This is an optimization exercise on Yosys and OpenROAD, whose aim is small area, a short achievable clock period and few clock cycles per item, not a production implementation.
Function was checked by simulation only, so behaviour that the tests miss may differ from the original.
Power is estimated from default activity; no workload was simulated.

==> flow/design.v <==
module rbc #(
    parameter integer N_RX        = 32,
    parameter integer N_TX        = 32,
    parameter [7:0]   ESC_CHAR    = 8'h1B,
    parameter [7:0]   CANCEL_CHAR = 8'h18
) (
    input  wire        clk,
    input  wire        rst,
    input  wire        f_cmd_valid,
    input  wire [15:0] f_cmd,
    output reg         f_cmd_ready,
    output reg         f_rsp_valid,
    output wire [15:0] f_rsp,
    input  wire        a_enter,
    input  wire        a_leave,
    output reg         a_active,
    input  wire        a_cmd_valid,
    input  wire [15:0] a_cmd,
    output wire        a_cmd_ready,
    output reg         a_rsp_valid,
    output wire [15:0] a_rsp,
    input  wire        rx_valid,
    input  wire [7:0]  rx_byte,
    output reg         rx_ready,
    output reg         tx_valid,
    output reg  [7:0]  tx_byte,
    input  wire        tx_ready,
    output reg         cancel_pulse,
    output wire        cancel_pend
);
    localparam [7:0] CR = 8'h0D;
    localparam [7:0] LF = 8'h0A;
    localparam [3:0] OP_NOP = 4'h0, OP_RD = 4'h1, OP_WR = 4'h2, OP_RXPOP = 4'h3,
                     OP_TXPUSH = 4'h4, OP_RXEMPTY = 4'h5, OP_TXFULL = 4'h6,
                     OP_FSTEP = 4'h7, OP_CTLR = 4'h8, OP_CTLS = 4'h9, OP_CTLC = 4'hA,
                     OP_STAT = 4'hB, OP_CACK = 4'hC, OP_PTRR = 4'hD;
    wire [255:0] rx_flat, tx_flat;    
    reg [4:0] rx_head, rx_tail;
    reg [4:0] tx_head, tx_tail;
    reg       tx_ne;                  
    reg escf;
    reg cpend;
    reg rxie, txie, crlf, imask;
    reg [10:0] rsp;
    assign f_rsp = {5'b00000, rsp};
    assign a_rsp = {5'b00000, rsp};
    wire [7:0] ctrl = {4'b0000, imask, crlf, txie, rxie};
    wire rx_empty = (rx_head == rx_tail);
    wire rx_full  = (rx_head + 5'd1 == rx_tail);
    wire tx_full  = (tx_head + 5'd1 == tx_tail);
    wire tx_full2 = (tx_head + 5'd2 == tx_tail);    
    wire tx_last  = (tx_tail + 5'd1 == tx_head);    
    assign a_cmd_ready = a_active;
    wire   accept      = a_active ? a_cmd_valid : f_cmd_valid;
    wire [15:0] w      = a_active ? a_cmd : f_cmd;
    wire   a_open      = a_enter && !a_active && !imask && !f_cmd_valid;
    wire   a_close     = a_leave &&  a_active && !a_cmd_valid;
    wire   rxp_step    = rx_valid && rx_ready;
    wire   txc_step    = tx_valid && tx_ready;
    assign cancel_pend = cpend;
    wire [3:0] op = w[15:12];
    wire [7:0] d  = w[7:0];
    wire z_ok  = (w[11:8] == 4'h0);
    wire d_z   = (d == 8'h00);
    wire is_nop    = (op == OP_NOP);
    wire is_rd     = (op == OP_RD) || (op == OP_RXPOP);
    wire is_wr     = (op == OP_WR);
    wire is_txpush = (op == OP_TXPUSH);
    wire is_rxemp  = (op == OP_RXEMPTY);
    wire is_txful  = (op == OP_TXFULL);
    wire is_fstep  = (op == OP_FSTEP);
    wire is_ctlr   = (op == OP_CTLR);
    wire is_ctls   = (op == OP_CTLS);
    wire is_ctlc   = (op == OP_CTLC);
    wire is_stat   = (op == OP_STAT);
    wire is_cack   = (op == OP_CACK);
    wire is_ptrr   = (op == OP_PTRR);
    wire no_operand = is_nop || is_rd || is_rxemp || is_txful || is_ctlr || is_stat || is_cack;
    wire legal = z_ok && (op[3:1] != 3'b111) &&
                 !(no_operand && !d_z) && !(is_ptrr && (d[7:3] != 5'd0));
    wire go = accept && legal;
    wire acc_z     = accept && z_ok;
    wire go_wr     = acc_z && is_wr;
    wire go_txpush = acc_z && is_txpush;
    wire go_fstep  = acc_z && is_fstep;
    wire go_ctls   = acc_z && is_ctls;
    wire go_ctlc   = acc_z && is_ctlc;
    wire go_rd     = acc_z && is_rd && d_z;
    wire go_cack   = acc_z && is_cack && d_z;
    wire f_cancel = escf && (d == CANCEL_CHAR);
    wire f_none   = !escf && (d == ESC_CHAR);
    wire f_lit    = !f_cancel && !f_none;
    wire crlf_ins = crlf && (d == LF);
    wire push1 = !tx_full && ((go_wr && f_lit) || go_txpush);
    wire push2 = go_wr && crlf_ins && !tx_full && !tx_full2;
    wire [7:0] tx_d1 = (is_wr && crlf_ins) ? CR : d;
    reg       pw1, pw2;
    reg [4:0] pw_slot;
    reg [7:0] pw_data;
    always @(posedge clk) begin
        pw1     <= push1;
        pw2     <= push2;
        pw_slot <= tx_head;
        pw_data <= tx_d1;
    end
    wire [7:0] tx_d_even = pw_slot[0] ? LF : pw_data;
    wire [7:0] tx_d_odd  = pw_slot[0] ? pw_data : LF;
    wire [4:0]   tx_tail1 = tx_tail + 5'd1;
    wire [255:0] tx_rot = {tx_flat[7:0], tx_flat[255:8]};
    wire [7:0]   tx_m1  = tx_rot[{tx_tail, 3'b000} +: 8];
    wire [7:0]   tx_q1  = (pw1 && pw_slot  == tx_tail1) ? pw_data :
                          (pw2 && pw_slot  == tx_tail)  ? LF : tx_m1;
    wire [7:0] rx_q = rx_flat[{rx_tail, 3'b000} +: 8];
    wire [7:0] ptr_sel = (d[1:0] == 2'd0) ? {3'b000, tx_head} :
                         (d[1:0] == 2'd1) ? {3'b000, tx_tail} :
                         (d[1:0] == 2'd2) ? {3'b000, rx_tail} :
                                            {3'b000, rx_head};
    wire [7:0] ptr_val = d[2] ? (ptr_sel ^ (ptr_sel >> 1)) : ptr_sel;
    wire [7:0] status = {4'b0000, cpend, escf, tx_full ? 1'b0 : 1'b1, !rx_empty};
    wire l_rd    = z_ok && is_rd && d_z;
    wire l_push  = z_ok && is_txpush;
    wire l_rxemp = z_ok && is_rxemp && d_z;
    wire l_txful = z_ok && is_txful && d_z;
    wire l_fstep = z_ok && is_fstep;
    wire l_ctl   = z_ok && ((is_ctlr && d_z) || is_ctls || is_ctlc);
    wire l_stat  = z_ok && is_stat && d_z;
    wire l_cack  = z_ok && is_cack && d_z;
    wire l_ptrr  = z_ok && is_ptrr && (d[7:3] == 5'd0);
    wire [10:0] rsp_next =
        {1'b0, !legal, 9'h000} |
        ({11{l_rd && !rx_empty}}    & {3'b001, rx_q}) |
        ({11{l_push && !tx_full}}   & 11'h100) |
        ({11{l_rxemp && rx_empty}}  & 11'h100) |
        ({11{l_txful && tx_full}}   & 11'h100) |
        ({11{l_fstep && f_cancel}}  & 11'h400) |
        ({11{l_fstep && f_lit}}     & {3'b001, d}) |
        ({11{l_ctl}}                & {3'b001, ctrl}) |
        ({11{l_stat}}               & {3'b001, status}) |
        ({11{l_cack && cpend}}      & 11'h100) |
        ({11{l_ptrr}}               & {3'b001, ptr_val});
    genvar gi;
    generate
        for (gi = 0; gi < 32; gi = gi + 1) begin : g_slot
            wire tx_we1 = pw1 && (pw_slot == gi);
            wire tx_we2 = pw2 && (pw_slot == (gi + 31) % 32);    
            reg [7:0] tq, rq;
            always @(posedge clk) begin
                if (tx_we1 || tx_we2) tq <= (gi % 2 == 0) ? tx_d_even : tx_d_odd;
                if (rxp_step && !rx_full && (rx_head == gi)) rq <= rx_byte;
            end
            assign tx_flat[8*gi +: 8] = tq;
            assign rx_flat[8*gi +: 8] = rq;
        end
    endgenerate
    wire a_active_n = a_open ? 1'b1 : a_close ? 1'b0 : a_active;
    reg [3:0] ctrl_n;     
    always @(*) begin
        ctrl_n = {imask, crlf, txie | (go_wr && f_lit && !tx_full), rxie};
        if (go_ctls) ctrl_n = ctrl[3:0] | d[3:0];
        if (go_ctlc) ctrl_n = ctrl[3:0] & ~d[3:0];
    end
    wire tx_ne_n = push1 || (tx_ne && !(txc_step && tx_last));
    always @(posedge clk) begin
        if (rst) begin
            rx_head <= 5'd0; rx_tail <= 5'd0;
            tx_head <= 5'd0; tx_tail <= 5'd0;
            tx_ne <= 1'b0;
            escf <= 1'b0; cpend <= 1'b0;
            rxie <= 1'b0; txie <= 1'b0; crlf <= 1'b1; imask <= 1'b0;
            a_active <= 1'b0; f_cmd_ready <= 1'b1;
            rx_ready <= 1'b0; tx_valid <= 1'b0;
            f_rsp_valid <= 1'b0; a_rsp_valid <= 1'b0;
            cancel_pulse <= 1'b0;
        end else begin
            f_rsp_valid  <= accept && !a_active;
            a_rsp_valid  <= accept &&  a_active;
            cancel_pulse <= (go_wr || go_fstep) && f_cancel;
            a_active    <= a_active_n;
            f_cmd_ready <= !a_active_n;
            {imask, crlf, txie, rxie} <= ctrl_n;
            rx_ready <= !a_active_n && !ctrl_n[3] && ctrl_n[0];
            tx_valid <= !a_active_n && !ctrl_n[3] && ctrl_n[1] && tx_ne_n;
            tx_ne    <= tx_ne_n;
            if (rxp_step && !rx_full) rx_head <= rx_head + 5'd1;
            if (txc_step) tx_tail <= tx_tail + 5'd1;
            if (go_rd && !rx_empty) rx_tail <= rx_tail + 5'd1;
            if (push2) tx_head <= tx_head + 5'd2;
            else if (push1) tx_head <= tx_head + 5'd1;
            if (go_wr || go_fstep) begin
                escf <= f_none;
                if (f_cancel) cpend <= 1'b1;
            end
            if (go_cack) cpend <= 1'b0;
        end
    end
    always @(posedge clk) begin
        if (!tx_ne || (txc_step && tx_last)) tx_byte <= tx_d1;
        else if (txc_step) tx_byte <= tx_q1;
    end
    always @(posedge clk) rsp <= rsp_next;
endmodule
export LEC_CHECK = 0
export CAP_MARGIN = 20
export CORE_MARGIN = 2
export CORE_UTILIZATION = 40
export CTS_CLUSTER_DIAMETER = 100
export CTS_CLUSTER_SIZE = 24
export PLACE_DENSITY = 0.6
export SETUP_SLACK_MARGIN = 5
export SLEW_MARGIN = 20
create_clock -name core_clock -period 8.0 [get_ports {clk}]
standard.sh (not shown) runs the stock make flow with config.mk's settings and CLKGATE_MAP_FILE= SYNTH_SCRIPT=/design/flow/synth_recipe.tcl, a recipe that flattens the netlist after the stock synthesis.
==> flow/flow/run.sh <==
#!/bin/bash
set -euo pipefail
export BUFFER_PORTS_ARGS="-buffer_cell sky130_fd_sc_hd__buf_1"
bash standard.sh > standard_flow.log 2>&1
Testbench counts at the start, summed over its fixed seeds: cycles 77,611, commands 38,712.
Edit:
Settings changed: CORE_UTILIZATION 40 to 55, CTS_CLUSTER_DIAMETER 100 to 120, CTS_CLUSTER_SIZE 24 to 28, PLACE_DENSITY 0.6 to 0.75.
The new run finished with timing, DRC and antenna clean.
Routed wire length fell by 5.8%.
Synthesized area does not change.
Via count rose by 1.9%.
Clock-buffer cell count drops by 6.
Synthesized cell count does not change.
Die area is lower by 27%.
Combinational power is about the same.
Clock skew shrinks by 0.026 ns.
Setup slack is worse by 0.039 ns.
First-iteration DRC count climbs by 35%.
Core utilization went up by 15 points.
Edit:
Settings changed: CORE_UTILIZATION 55 to 35, CTS_CLUSTER_DIAMETER 120 to 100, CTS_CLUSTER_SIZE 28 to 24, PLACE_DENSITY 0.75 to 0.55.
What happened: The new run produced a clean layout. Clock skew hardly moves. Routed wire length went up by 10%. Worst setup slack gains 0.027 ns. Area after synthesis is unchanged. Power increases by 3.1%. Cell area rises by about 2.8%. Synthesized cell count stays the same. Sequential cell count is unchanged.
Edit:
==> flow/run.sh (new file) <==
#!/bin/bash
# synth_recipe.tcl (not shown) runs the flow's synth.tcl, then flattens the netlist and writes it again
# the make line also repeats each setting of config.mk as NAME=value (left out here)
make -C /OpenROAD-flow-scripts/flow DESIGN_CONFIG=/design/flow/config.mk WORK_HOME=/design/flow/orfs CLKGATE_MAP_FILE= SYNTH_SCRIPT=/design/flow/synth_recipe.tcl finish
Settings changed: CORE_UTILIZATION 35 to 55, PLACE_DENSITY 0.55 to 0.75.
removed: flow/flow/run.sh
removed: flow/standard.sh
=>
- worst hold slack is better by 0.019 ns
- clock skew rose by 0.019 ns
- core utilization rose by 23 points
- fmax barely changes
Edit:
==> flow/flow/run.sh (new file) <==
#!/bin/bash
set -euo pipefail
export BUFFER_PORTS_ARGS="-buffer_cell sky130_fd_sc_hd__buf_1"
bash standard.sh > standard_flow.log 2>&1
==> flow/standard.sh (new file) <==
#!/bin/bash
# synth_recipe.tcl (not shown) runs the flow's synth.tcl, then flattens the netlist and writes it again
# the make line also repeats each setting of config.mk as NAME=value (left out here)
make -C /OpenROAD-flow-scripts/flow DESIGN_CONFIG=/design/flow/config.mk WORK_HOME=/design/flow/orfs CLKGATE_MAP_FILE= SYNTH_SCRIPT=/design/flow/synth_recipe.tcl "${@:-finish}"
Settings changed: CORE_UTILIZATION 55 to 45, PLACE_DENSITY 0.75 to 0.65.
removed: flow/run.sh
Result: Synthesized area stays the same; final area shrinks by 2.4%; wire length is higher by 4.2%.

-- static timing again, ports no longer ideal --
How much do the figures lean on ideal ports? The routed layouts below were timed once more, with nothing changed but the port constraints. Step 1 sets driving cells, clkbuf_16 on the clock port and buf_2 on the other inputs (assumed; they add their load-dependent delay and slew). Step 2 times the ports against the registers' clock, not the clock port: input delays grow and output delays shrink by t, the midpoint of the rising clock arrivals with the driver on. a / b / c = no drivers / after step 1 / after step 2; a / b = the first two.
run | t (ns) | slack for setup (ns) | worst hold slack (ns) | worst setup path at the end
the first run | 0.659 | 5.048 / 4.988 / 4.447 | 0.502 / 0.502 / 0.502 | input to register
the second run | 0.633 | 5.008 / 5.043 / 4.410 | 0.488 / 0.488 / 0.488 | input to register
the third run | 0.647 | 5.035 / 5.031 / 4.425 | 0.504 / 0.504 / 0.504 | input to register
the fourth run | 0.649 | 5.037 / 5.034 / 4.419 | 0.523 / 0.523 / 0.523 | input to register
the fifth run | 0.653 | 5.058 / 5.067 / 4.444 | 0.506 / 0.506 / 0.506 | input to register
After both steps setup and hold are still met in every run listed. For the fourth run, which loses most, drivers alone change the setup slack by -0.003 ns; drivers and shift together by -0.618 ns.
